What follows belongs to an exercise in optimizing a design on an open flow for small area; a production flow would make more cautious choices. The RTL was checked by simulation tests, not by an equivalence proof against the original design. No driver is modelled on the clock port, so clocking that relies on it looks cheaper here than on a real chip. Power figures rest on the tool's default switching activity, not on a simulated workload.

run 1:
==> flow/design.v (excerpt) <==
module morbo_crom (
  input             clk,
  input             RST,             
  input      [31:0] CMD,
  input      [31:0] OPERAND,
  output reg [31:0] RESULT,
  input      [11:0] EXT_ADDR,        
  output     [31:0] EXT_DATA,
  output     [31:0] HDR_MIRROR,
  output     [31:0] BUSOPT_MIRROR,
  output            VALID_OUT
);
  localparam [7:0] E_ILLEGAL  = 8'h01;
  localparam [7:0] E_RESERVED = 8'h02;
  localparam [7:0] E_BADSEL   = 8'h03;
  localparam [7:0] E_NOSECT   = 8'h04;
  localparam [7:0] E_SECTOPEN = 8'h05;
  localparam [7:0] E_FULL     = 8'h06;
  localparam [7:0] E_RANGE    = 8'h07;
  localparam [7:0] E_INPUT    = 8'h09;
  localparam [7:0] OP_NOP       = 8'h00;
  localparam [7:0] OP_CRC_CLR   = 8'h01;
  localparam [7:0] OP_CRC_WORD  = 8'h02;
  localparam [7:0] OP_CRC_READ  = 8'h03;
  localparam [7:0] OP_ROM_CLR   = 8'h10;
  localparam [7:0] OP_ROM_OPEN  = 8'h11;
  localparam [7:0] OP_ROM_PUT   = 8'h12;
  localparam [7:0] OP_ROM_CLOSE = 8'h13;
  localparam [7:0] OP_ROM_SEAL  = 8'h14;
  localparam [7:0] OP_ROM_READ  = 8'h15;
  localparam [7:0] OP_ROM_BUILD = 8'h16;
  localparam [7:0] OP_IN_WRITE  = 8'h20;
  localparam [7:0] OP_STAT_READ = 8'h30;
  function [15:0] crc_word;
    input [15:0] acc_in;
    input [31:0] w;
    integer i;
    reg [15:0] a;
    reg [3:0]  sum;
    begin
      a = acc_in;
      for (i = 7; i >= 0; i = i - 1) begin
  ...
Settings: LEC_CHECK=0, CAP_MARGIN=10, CELL_PAD_IN_SITES_DETAIL_PLACEMENT=1, CELL_PAD_IN_SITES_GLOBAL_PLACEMENT=1, CORE_MARGIN=2, CORE_UTILIZATION=35, PLACE_DENSITY=0.65, SLEW_MARGIN=10, SYNTH_HIERARCHICAL=1; clock period 10.0 ns.
standard.sh (not shown) runs the stock make flow with config.mk's settings and CLKGATE_MAP_FILE= SYNTH_SCRIPT=/design/flow/synth_recipe.tcl, a recipe that flattens the netlist after the stock synthesis.
==> flow/flow/run.sh <==
#!/bin/bash
# Layout flow: the standard flow, with clock tree synthesis run without
# dummy loads and with a fixed buffer type and sink clustering.
set -euo pipefail
export CTS_ARGS="-sink_clustering_enable -repair_clock_nets -dont_use_dummy_load -sink_clustering_size 30 -sink_clustering_max_diameter 60 -buf_list sky130_fd_sc_hd__clkbuf_16"
bash standard.sh > standard.log 2>&1
Nothing crashed in run 1 and all stages finished; the problem is that the final layout failed, the offending checks being max-capacitance violations, max-slew violations, negative setup slack.
> inputs changed (run 1 -> run 2)
# run 1
export LEC_CHECK = 0
export CAP_MARGIN = 10
export CELL_PAD_IN_SITES_DETAIL_PLACEMENT = 1
export CELL_PAD_IN_SITES_GLOBAL_PLACEMENT = 1
export CORE_MARGIN = 2
export CORE_UTILIZATION = 35
export PLACE_DENSITY = 0.65
export SLEW_MARGIN = 10
export SYNTH_HIERARCHICAL = 1
create_clock -name core_clock -period 10.0 [get_ports {clk}]
# run 2
export LEC_CHECK = 0
export CAP_MARGIN = 30
export CELL_PAD_IN_SITES_DETAIL_PLACEMENT = 1
export CELL_PAD_IN_SITES_GLOBAL_PLACEMENT = 1
export CORE_MARGIN = 2
export CORE_UTILIZATION = 45
export PLACE_DENSITY = 0.75
export SETUP_SLACK_MARGIN = 1.0
export SLEW_MARGIN = 30
export SYNTH_HIERARCHICAL = 1
create_clock -name core_clock -period 10.0 [get_ports {clk}]
==> flow/flow/run.sh <==
#!/bin/bash
# Layout flow: the standard flow, with clock tree synthesis run without
# dummy loads, with clkbuf_8 buffers and sink clusters of at most 12 sinks
# within 50 um.
set -euo pipefail
export CTS_ARGS="-sink_clustering_enable -repair_clock_nets -dont_use_dummy_load -sink_clustering_size 12 -sink_clustering_max_diameter 50 -buf_list sky130_fd_sc_hd__clkbuf_8"
bash standard.sh > standard.log 2>&1
## What came out
- Run 2 completed end to end with timing, DRC and antenna clean.
- Total power: run 2 below run 1
- Of run 2 and run 1, the lower shortest clock period the worst path allows after layout belongs to run 2.
- Lower final max-slew violation count goes to run 2 over run 1.
- On critical path depth: between run 2 and run 1, it ends up higher for run 2.
- Delta (run 2 minus run 1): worst-case hold slack now larger, number of filler cells placed in the layout now smaller, global-route usage now larger, combinational share of power now larger, post-route standard cell area excluding fillers now smaller.
What run 3 does differently from run 2 at the input level:
# run 2
export LEC_CHECK = 0
export CAP_MARGIN = 30
export CELL_PAD_IN_SITES_DETAIL_PLACEMENT = 1
export CELL_PAD_IN_SITES_GLOBAL_PLACEMENT = 1
export CORE_MARGIN = 2
export CORE_UTILIZATION = 45
export PLACE_DENSITY = 0.75
export SETUP_SLACK_MARGIN = 1.0
export SLEW_MARGIN = 30
export SYNTH_HIERARCHICAL = 1
create_clock -name core_clock -period 10.0 [get_ports {clk}]
# run 3
export LEC_CHECK = 0
export CAP_MARGIN = 10
export CELL_PAD_IN_SITES_DETAIL_PLACEMENT = 1
export CELL_PAD_IN_SITES_GLOBAL_PLACEMENT = 1
export CORE_MARGIN = 2
export CORE_UTILIZATION = 35
export PLACE_DENSITY = 0.65
export SLEW_MARGIN = 10
export SYNTH_HIERARCHICAL = 1
create_clock -name core_clock -period 10.0 [get_ports {clk}]
==> flow/run.sh (new file) <==
#!/bin/bash
# synth_recipe.tcl (not shown) runs the flow's synth.tcl, then flattens the netlist and writes it again
# the make line also repeats each setting of config.mk as NAME=value (left out here)
make -C /OpenROAD-flow-scripts/flow DESIGN_CONFIG=/design/flow/config.mk WORK_HOME=/design/flow/orfs CLKGATE_MAP_FILE= SYNTH_SCRIPT=/design/flow/synth_recipe.tcl finish
removed: flow/flow/run.sh
removed: flow/standard.sh
[summary]
- The final report for run 3 shows a completed flow and a layout that fails verification, specifically max-capacitance violations, max-slew violations, negative setup slack.
- Relative to run 2, clock period minus final worst setup slack increased by 930 ps in run 3.
- Compare run 3 and run 2 | slew at the pin closest to its max-slew limit higher: run 3
- A slowest cell on the critical path of sky130_fd_sc_hd__nor4_2 is what run 3 shows, while sky130_fd_sc_hd__nor4_1 belongs to run 2.
- Taking run 2 as the reference point, the proportion of power drawn by flip-flops and latches of run 3 falls by 9.8 points.
For run 4, these inputs were changed with respect to run 3:
# run 3
export LEC_CHECK = 0
export CAP_MARGIN = 10
export CELL_PAD_IN_SITES_DETAIL_PLACEMENT = 1
export CELL_PAD_IN_SITES_GLOBAL_PLACEMENT = 1
export CORE_MARGIN = 2
export CORE_UTILIZATION = 35
export PLACE_DENSITY = 0.65
export SLEW_MARGIN = 10
export SYNTH_HIERARCHICAL = 1
create_clock -name core_clock -period 10.0 [get_ports {clk}]
# run 4
export LEC_CHECK = 0
export CAP_MARGIN = 30
export CELL_PAD_IN_SITES_DETAIL_PLACEMENT = 1
export CELL_PAD_IN_SITES_GLOBAL_PLACEMENT = 1
export CORE_MARGIN = 2
export CORE_UTILIZATION = 45
export PLACE_DENSITY = 0.8
export SETUP_SLACK_MARGIN = 1.0
export SLEW_MARGIN = 30
export SYNTH_HIERARCHICAL = 1
create_clock -name core_clock -period 10.0 [get_ports {clk}]
==> flow/flow/run.sh (new file) <==
#!/bin/bash
# Layout flow: the standard flow (standard.sh) with these changes:
#  - the ports are buffered with sky130_fd_sc_hd__buf_1 cells;
#  - clock tree synthesis runs without dummy loads, with clkbuf_8 buffers and
#    sink clusters of at most 24 sinks within 70 um;
#  - after clock tree synthesis, flow/post_cts.tcl turns each leaf clock
#    buffer whose flip-flop clock pins see a slew above 100 ps into a
#    clkbuf_16 and legalizes the placement again.
# The full make/OpenROAD output goes to standard.log; ORFS's per-step logs
# are under orfs/logs.
set -euo pipefail
export BUFFER_PORTS_ARGS="-buffer_cell sky130_fd_sc_hd__buf_1"
export CTS_ARGS="-sink_clustering_enable -repair_clock_nets -dont_use_dummy_load -sink_clustering_size 24 -sink_clustering_max_diameter 70 -buf_list sky130_fd_sc_hd__clkbuf_8"
export POST_CTS_TCL="$PWD/flow/post_cts.tcl"
bash standard.sh > standard.log 2>&1
==> flow/flow/post_cts.tcl (new file) <==
# POST_CTS hook: a leaf clock buffer (clkbuf_8 driving only flip-flop clock
# pins) whose clock pins see a slew above 100 ps becomes a clkbuf_16; then the
# placement is legalized again.
estimate_parasitics -placement
set big [get_lib_cells sky130_fd_sc_hd__clkbuf_16]
set n 0
foreach inst [get_cells *] {
  if {[get_property $inst ref_name] ne "sky130_fd_sc_hd__clkbuf_8"} { continue }
  set out [get_pins -of_objects $inst -filter "direction==output"]
  set loads [get_pins -of_objects [get_nets -of_objects $out] -filter "direction==input"]
  set leaf 1
  set worst 0
  foreach l $loads {
    if {[get_property $l lib_pin_name] ne "CLK"} { set leaf 0; break }
    set s [get_property $l slew_max]
    if {$s > $worst} { set worst $s }
  }
  if {$leaf && $worst > 0.100} {
    replace_cell $inst $big
    incr n
  }
}
puts "post_cts: upsized $n leaf clock buffers to clkbuf_16"
estimate_parasitics -placement
detailed_placement
check_placement -verbose
estimate_parasitics -placement
==> flow/standard.sh (new file) <==
#!/bin/bash
# synth_recipe.tcl (not shown) runs the flow's synth.tcl, then flattens the netlist and writes it again
# the make line also repeats each setting of config.mk as NAME=value (left out here)
make -C /OpenROAD-flow-scripts/flow DESIGN_CONFIG=/design/flow/config.mk WORK_HOME=/design/flow/orfs CLKGATE_MAP_FILE= SYNTH_SCRIPT=/design/flow/synth_recipe.tcl "${@:-finish}"
removed: flow/run.sh
--- outcome ---
- Having completed the whole flow, run 4 delivered a layout that passed the timing, DRC and antenna checks.
- Taking run 3 as 1.0, run 4 lands at 0.883 on overall die width.
- Via count of the first global-routing pass grows slightly when moving from run 3 to run 4.
- Row worst-path maximum fanout: run 4 higher / run 3 lower
- Per the comparison of run 4 with run 3, power after layout decreased by about 20% relative to the old numbers, final HPWL from detailed placement decreased by about 8% relative to the old numbers.
- Taking run 3 as the reference, in run 4 clock skew after layout now sits higher, flip-flop and latch count roughly the same, global-route wire length before repair has decreased, wire length fell by 6.3%, part of the total power dissipated in combinational logic went up by 1.9 points.
- In the tables for run 4 and run 3, combinational power reads lower with run 4.
For run 5, these inputs were changed with respect to run 4:
# run 4
export LEC_CHECK = 0
export CAP_MARGIN = 30
export CELL_PAD_IN_SITES_DETAIL_PLACEMENT = 1
export CELL_PAD_IN_SITES_GLOBAL_PLACEMENT = 1
export CORE_MARGIN = 2
export CORE_UTILIZATION = 45
export PLACE_DENSITY = 0.8
export SETUP_SLACK_MARGIN = 1.0
export SLEW_MARGIN = 30
export SYNTH_HIERARCHICAL = 1
create_clock -name core_clock -period 10.0 [get_ports {clk}]
# run 5
export LEC_CHECK = 0
export CAP_MARGIN = 30
export CELL_PAD_IN_SITES_DETAIL_PLACEMENT = 1
export CELL_PAD_IN_SITES_GLOBAL_PLACEMENT = 1
export CORE_MARGIN = 2
export CORE_UTILIZATION = 45
export PLACE_DENSITY = 0.75
export SETUP_SLACK_MARGIN = 1.0
export SLEW_MARGIN = 30
export SYNTH_HIERARCHICAL = 1
create_clock -name core_clock -period 10.0 [get_ports {clk}]
==> flow/run.sh (new file) <==
#!/bin/bash
# synth_recipe.tcl (not shown) runs the flow's synth.tcl, then flattens the netlist and writes it again
# the make line also repeats each setting of config.mk as NAME=value (left out here)
make -C /OpenROAD-flow-scripts/flow DESIGN_CONFIG=/design/flow/config.mk WORK_HOME=/design/flow/orfs CLKGATE_MAP_FILE= SYNTH_SCRIPT=/design/flow/synth_recipe.tcl finish
removed: flow/flow/run.sh
removed: flow/flow/post_cts.tcl
removed: flow/standard.sh
### Flow results
The lower total length of routed met3 wires of run 5 and run 4 is in run 4.
Changes observed in run 5 relative to run 4: worst slack after detailed placement lost 530 ps, area growth from synthesis to layout picked up an extra 7.5 points, cell area power density picked up an extra about 18%, fmax lost 0.0016 GHz, routed wire length picked up an extra 5.4%.
Run 5 vs. run 4: total global routing track utilization went up by 2.6 points.
Looking at core utilization across run 5 and run 4, the one that comes out lower is run 4.
Post-route cell area went up by a few percent going from run 4 to run 5.

morbo_crom, a different RTL version from the one above (not shown whole).
Size in the first run: about 15,000 cells after synthesis, about 210 I/O pins.
// morbo_crom
module morbo_crom (
  input             clk,
  input             RST,             
  input      [31:0] CMD,
  input      [31:0] OPERAND,
  output reg [31:0] RESULT,
  input      [11:0] EXT_ADDR,        
  output     [31:0] EXT_DATA,
  output     [31:0] HDR_MIRROR,
  output     [31:0] BUSOPT_MIRROR,
  output            VALID_OUT
);
clock: 10.0 ns
lec_check: 0
cap_margin: 30
cell_pad_in_sites_detail_placement: 1
cell_pad_in_sites_global_placement: 1
core_margin: 2
core_utilization: 45
place_density: 0.8
setup_slack_margin: 1.0
slew_margin: 30
synth_hierarchical: 1
==> flow/flow/run.sh <==
#!/bin/bash
# Layout flow: the standard flow (standard.sh) with two changes:
#  - the ports are buffered with sky130_fd_sc_hd__buf_1 cells;
#  - clock tree synthesis runs without dummy loads, with clkbuf_8 buffers
#    and sink clusters of at most 12 sinks within 50 um.
# The full make/OpenROAD output goes to standard.log; ORFS's per-step logs
# are under orfs/logs.
set -euo pipefail
export BUFFER_PORTS_ARGS="-buffer_cell sky130_fd_sc_hd__buf_1"
export CTS_ARGS="-sink_clustering_enable -repair_clock_nets -dont_use_dummy_load -sink_clustering_size 12 -sink_clustering_max_diameter 50 -buf_list sky130_fd_sc_hd__clkbuf_8"
bash standard.sh > standard.log 2>&1
The baseline completed and failed the layout checks on setup timing.
Change:
--- a/flow/config.mk
+++ b/flow/config.mk
@@ -10,7 +10,7 @@
 export CELL_PAD_IN_SITES_GLOBAL_PLACEMENT = 1
 export CORE_MARGIN = 2
-export CORE_UTILIZATION = 45
+export CORE_UTILIZATION = 58
 export PLACE_DENSITY = 0.8
-export SETUP_SLACK_MARGIN = 1.0
+export SETUP_SLACK_MARGIN = 0.7
 export SLEW_MARGIN = 30
 export SYNTH_HIERARCHICAL = 1
After rerunning: This time the run stopped in global routing. Synthesized cell count is unchanged. Synthesized area does not change.

Setup of run A:
morbo_crom, a different RTL version from the one above (not shown whole).
Size: about 15000 cells after synthesis, ~210 I/O pins, about 0.17 mm2 of cells after synthesis.
Design morbo_crom, start of the top module:
module morbo_crom (
  input             clk,
  input             RST,             
  input      [31:0] CMD,
  input      [31:0] OPERAND,
  output reg [31:0] RESULT,
  input      [11:0] EXT_ADDR,        
  output     [31:0] EXT_DATA,
  output     [31:0] HDR_MIRROR,
  output     [31:0] BUSOPT_MIRROR,
  output            VALID_OUT
);
  localparam [7:0] E_ILLEGAL  = 8'h01;
  localparam [7:0] E_RESERVED = 8'h02;
  localparam [7:0] E_BADSEL   = 8'h03;
  localparam [7:0] E_NOSECT   = 8'h04;
  localparam [7:0] E_SECTOPEN = 8'h05;
  localparam [7:0] E_FULL     = 8'h06;
  localparam [7:0] E_RANGE    = 8'h07;
  localparam [7:0] E_INPUT    = 8'h09;
  localparam [7:0] OP_NOP       = 8'h00;
  localparam [7:0] OP_CRC_CLR   = 8'h01;
  localparam [7:0] OP_CRC_WORD  = 8'h02;
  localparam [7:0] OP_CRC_READ  = 8'h03;
  localparam [7:0] OP_ROM_CLR   = 8'h10;
  localparam [7:0] OP_ROM_OPEN  = 8'h11;
  localparam [7:0] OP_ROM_PUT   = 8'h12;
  localparam [7:0] OP_ROM_CLOSE = 8'h13;
  localparam [7:0] OP_ROM_SEAL  = 8'h14;
  localparam [7:0] OP_ROM_READ  = 8'h15;
  localparam [7:0] OP_ROM_BUILD = 8'h16;
  localparam [7:0] OP_IN_WRITE  = 8'h20;
  localparam [7:0] OP_STAT_READ = 8'h30;
  reg [15:0] acc;
  reg [15:0] sacc;
  reg [7:0]  wp;
  reg [6:0]  ss;
  reg        sopen;
  reg        skind;
  reg        valid;
  reg        align_warn;
  reg [7:0]  err;
  reg [6:0]  inset;
  reg [31:0] in0, in1, in2, in3, in4, in5;
  reg        in6nz;
  wire [7:0]  opc = CMD[31:24];
  wire [7:0]  sel = CMD[23:16];
  wire [15:0] imm = CMD[15:0];
  wire op_nop   = opc == OP_NOP;
  wire op_cclr  = opc == OP_CRC_CLR;
  wire op_cword = opc == OP_CRC_WORD;
  wire op_cread = opc == OP_CRC_READ;
  wire op_rclr  = opc == OP_ROM_CLR;
  wire op_open  = opc == OP_ROM_OPEN;
  wire op_put   = opc == OP_ROM_PUT;
  wire op_close = opc == OP_ROM_CLOSE;
  wire op_seal  = opc == OP_ROM_SEAL;
  wire op_rread = opc == OP_ROM_READ;
  ...
Settings: LEC_CHECK=0, CAP_MARGIN=30, CELL_PAD_IN_SITES_DETAIL_PLACEMENT=1, CELL_PAD_IN_SITES_GLOBAL_PLACEMENT=1, CORE_MARGIN=2, CORE_UTILIZATION=45, PLACE_DENSITY=0.8, SETUP_SLACK_MARGIN=1.0, SLEW_MARGIN=30, SYNTH_HIERARCHICAL=1; clock period 10.0 ns.
==> flow/flow/run.sh <==
#!/bin/bash
# Layout flow: the standard flow (standard.sh) with these changes:
#  - the ports are buffered with sky130_fd_sc_hd__buf_1 cells;
#  - clock tree synthesis runs without dummy loads, with clkbuf_8 buffers and
#    sink clusters of at most 24 sinks within 70 um;
#  - after clock tree synthesis, flow/post_cts.tcl turns each leaf clock
#    buffer whose flip-flop clock pins see a slew above 100 ps into a
#    clkbuf_16 and legalizes the placement again.
# The full make/OpenROAD output goes to standard.log; ORFS's per-step logs
# are under orfs/logs.
set -euo pipefail
export BUFFER_PORTS_ARGS="-buffer_cell sky130_fd_sc_hd__buf_1"
export CTS_ARGS="-sink_clustering_enable -repair_clock_nets -dont_use_dummy_load -sink_clustering_size 24 -sink_clustering_max_diameter 70 -buf_list sky130_fd_sc_hd__clkbuf_8"
export POST_CTS_TCL="$PWD/flow/post_cts.tcl"
bash standard.sh > standard.log 2>&1
==> flow/flow/post_cts.tcl <==
# POST_CTS hook: a leaf clock buffer (clkbuf_8 driving only flip-flop clock
# pins) whose clock pins see a slew above 100 ps becomes a clkbuf_16; then the
# placement is legalized again.
estimate_parasitics -placement
set big [get_lib_cells sky130_fd_sc_hd__clkbuf_16]
set n 0
foreach inst [get_cells *] {
  if {[get_property $inst ref_name] ne "sky130_fd_sc_hd__clkbuf_8"} { continue }
  set out [get_pins -of_objects $inst -filter "direction==output"]
  set loads [get_pins -of_objects [get_nets -of_objects $out] -filter "direction==input"]
  set leaf 1
  set worst 0
  foreach l $loads {
    if {[get_property $l lib_pin_name] ne "CLK"} { set leaf 0; break }
    set s [get_property $l slew_max]
    if {$s > $worst} { set worst $s }
  }
  if {$leaf && $worst > 0.100} {
    replace_cell $inst $big
    incr n
  }
}
puts "post_cts: upsized $n leaf clock buffers to clkbuf_16"
estimate_parasitics -placement
detailed_placement
check_placement -verbose
estimate_parasitics -placement
Run A: no failed stages, no open violations at the end
What run B does differently from run A at the input level:
# run A
export LEC_CHECK = 0
export CAP_MARGIN = 30
export CELL_PAD_IN_SITES_DETAIL_PLACEMENT = 1
export CELL_PAD_IN_SITES_GLOBAL_PLACEMENT = 1
export CORE_MARGIN = 2
export CORE_UTILIZATION = 45
export PLACE_DENSITY = 0.8
export SETUP_SLACK_MARGIN = 1.0
export SLEW_MARGIN = 30
export SYNTH_HIERARCHICAL = 1
create_clock -name core_clock -period 10.0 [get_ports {clk}]
# run B
export LEC_CHECK = 0
export CAP_MARGIN = 30
export CELL_PAD_IN_SITES_DETAIL_PLACEMENT = 1
export CELL_PAD_IN_SITES_GLOBAL_PLACEMENT = 1
export CORE_MARGIN = 2
export CORE_UTILIZATION = 45
export PLACE_DENSITY = 0.75
export SETUP_SLACK_MARGIN = 1.0
export SLEW_MARGIN = 30
export SYNTH_HIERARCHICAL = 1
create_clock -name core_clock -period 10.0 [get_ports {clk}]
[summary]
- Non-clock buffer count: run B and run A compared, lower one is run B
- A critical path launch point of EXT_ADDR[2] is what run B shows, while EXT_ADDR[4] belongs to run A.
- Delta (run B minus run A): combinational share of power dropped 0.6 points, overall via count from detail_route decreased 5411, portion of the clock cycle consumed by the worst path in the final layout fell 1.5 points, share of the final layout cell area in multi-input gates went up by 0.26 points, internal power of the cells decreased about 0.66%.
- As of run B, routed wire length had fallen by a few percent compared to run A.
- As far as hold slack is concerned, run A and run B perform about the same.
- Taking run A as the reference point, the synthesis-to-finish area growth of run B falls by 0.36 points.
The inputs of run C differ from those of run B as listed below.
# run B
export LEC_CHECK = 0
export CAP_MARGIN = 30
export CELL_PAD_IN_SITES_DETAIL_PLACEMENT = 1
export CELL_PAD_IN_SITES_GLOBAL_PLACEMENT = 1
export CORE_MARGIN = 2
export CORE_UTILIZATION = 45
export PLACE_DENSITY = 0.75
export SETUP_SLACK_MARGIN = 1.0
export SLEW_MARGIN = 30
export SYNTH_HIERARCHICAL = 1
create_clock -name core_clock -period 10.0 [get_ports {clk}]
# run C
export LEC_CHECK = 0
export CAP_MARGIN = 30
export CELL_PAD_IN_SITES_DETAIL_PLACEMENT = 1
export CELL_PAD_IN_SITES_GLOBAL_PLACEMENT = 1
export CORE_MARGIN = 2
export CORE_UTILIZATION = 45
export GPL_ROUTABILITY_DRIVEN = 0
export PLACE_DENSITY = 0.8
export SETUP_SLACK_MARGIN = 0.7
export SLEW_MARGIN = 30
export SYNTH_HIERARCHICAL = 1
create_clock -name core_clock -period 10.0 [get_ports {clk}]
## What came out
- Setup slack: run C more than run B
- Taking run B as the reference, in run C global routing usage summed across all routing layers +0.86 points, post-synthesis cell count ~0 delta.
- Run C -> run B: final number of max-transition violations delta 0, exact match
- Delta (run C minus run B): combinational power went up by about 4%; area taken by flip-flops and latches was more or less identical; total number of cells along the worst setup path went up by 3.

==> static timing again, ports no longer ideal <==
The flow's constraints put no driver on any port. The routed layouts listed below were extracted and timed again, unchanged, in two steps. Step 1: set_driving_cell puts a clkbuf_16 on clk and a buf_2 on each other input, an assumption about the parent block. Step 2 also shifts input and output timing later by t, the mid clock arrival at the registers, as if the neighbouring blocks saw the same clock. Three values: ideal ports, drivers, drivers and shift; two values: the first two.
run	t (ns)	slack for setup (ns)	worst setup path at the end	slew at the worst register clock pin (ns)	worst slew at a driven data input, ns
run 1	1.170	-0.270 / -0.486 / -0.486	input to output	0.09 / 0.09	0.37
run 2	1.410	0.610 / 0.289 / 0.279	input to register	0.09 / 0.09	0.39
run 3	1.218	-0.316 / -0.546 / -0.546	input to output	0.07 / 0.07	0.38
run 4	1.342	0.667 / 0.455 / 0.455	input to output	0.11 / 0.11	0.51
run 5	1.173	0.525 / 0.221 / 0.221	input to output	0.07 / 0.07	0.35
the first run of note 2	1.386	-5.406 / -5.406 / -5.406	register to register	0.09 / 0.09	0.44
run A	1.349	0.627 / 0.368 / -0.097	input to register	0.11 / 0.11	0.43
run B	1.357	0.773 / 0.499 / -0.183	input to register	0.11 / 0.11	0.50
run C	1.300	0.846 / 0.537 / -0.462	input to register	0.11 / 0.11	0.42
Met with ideal ports but missed after step 2: setup timing in run A, run B and run C. For run C, which loses most, drivers alone change the setup slack by -0.309 ns; drivers and shift together by -1.308 ns.
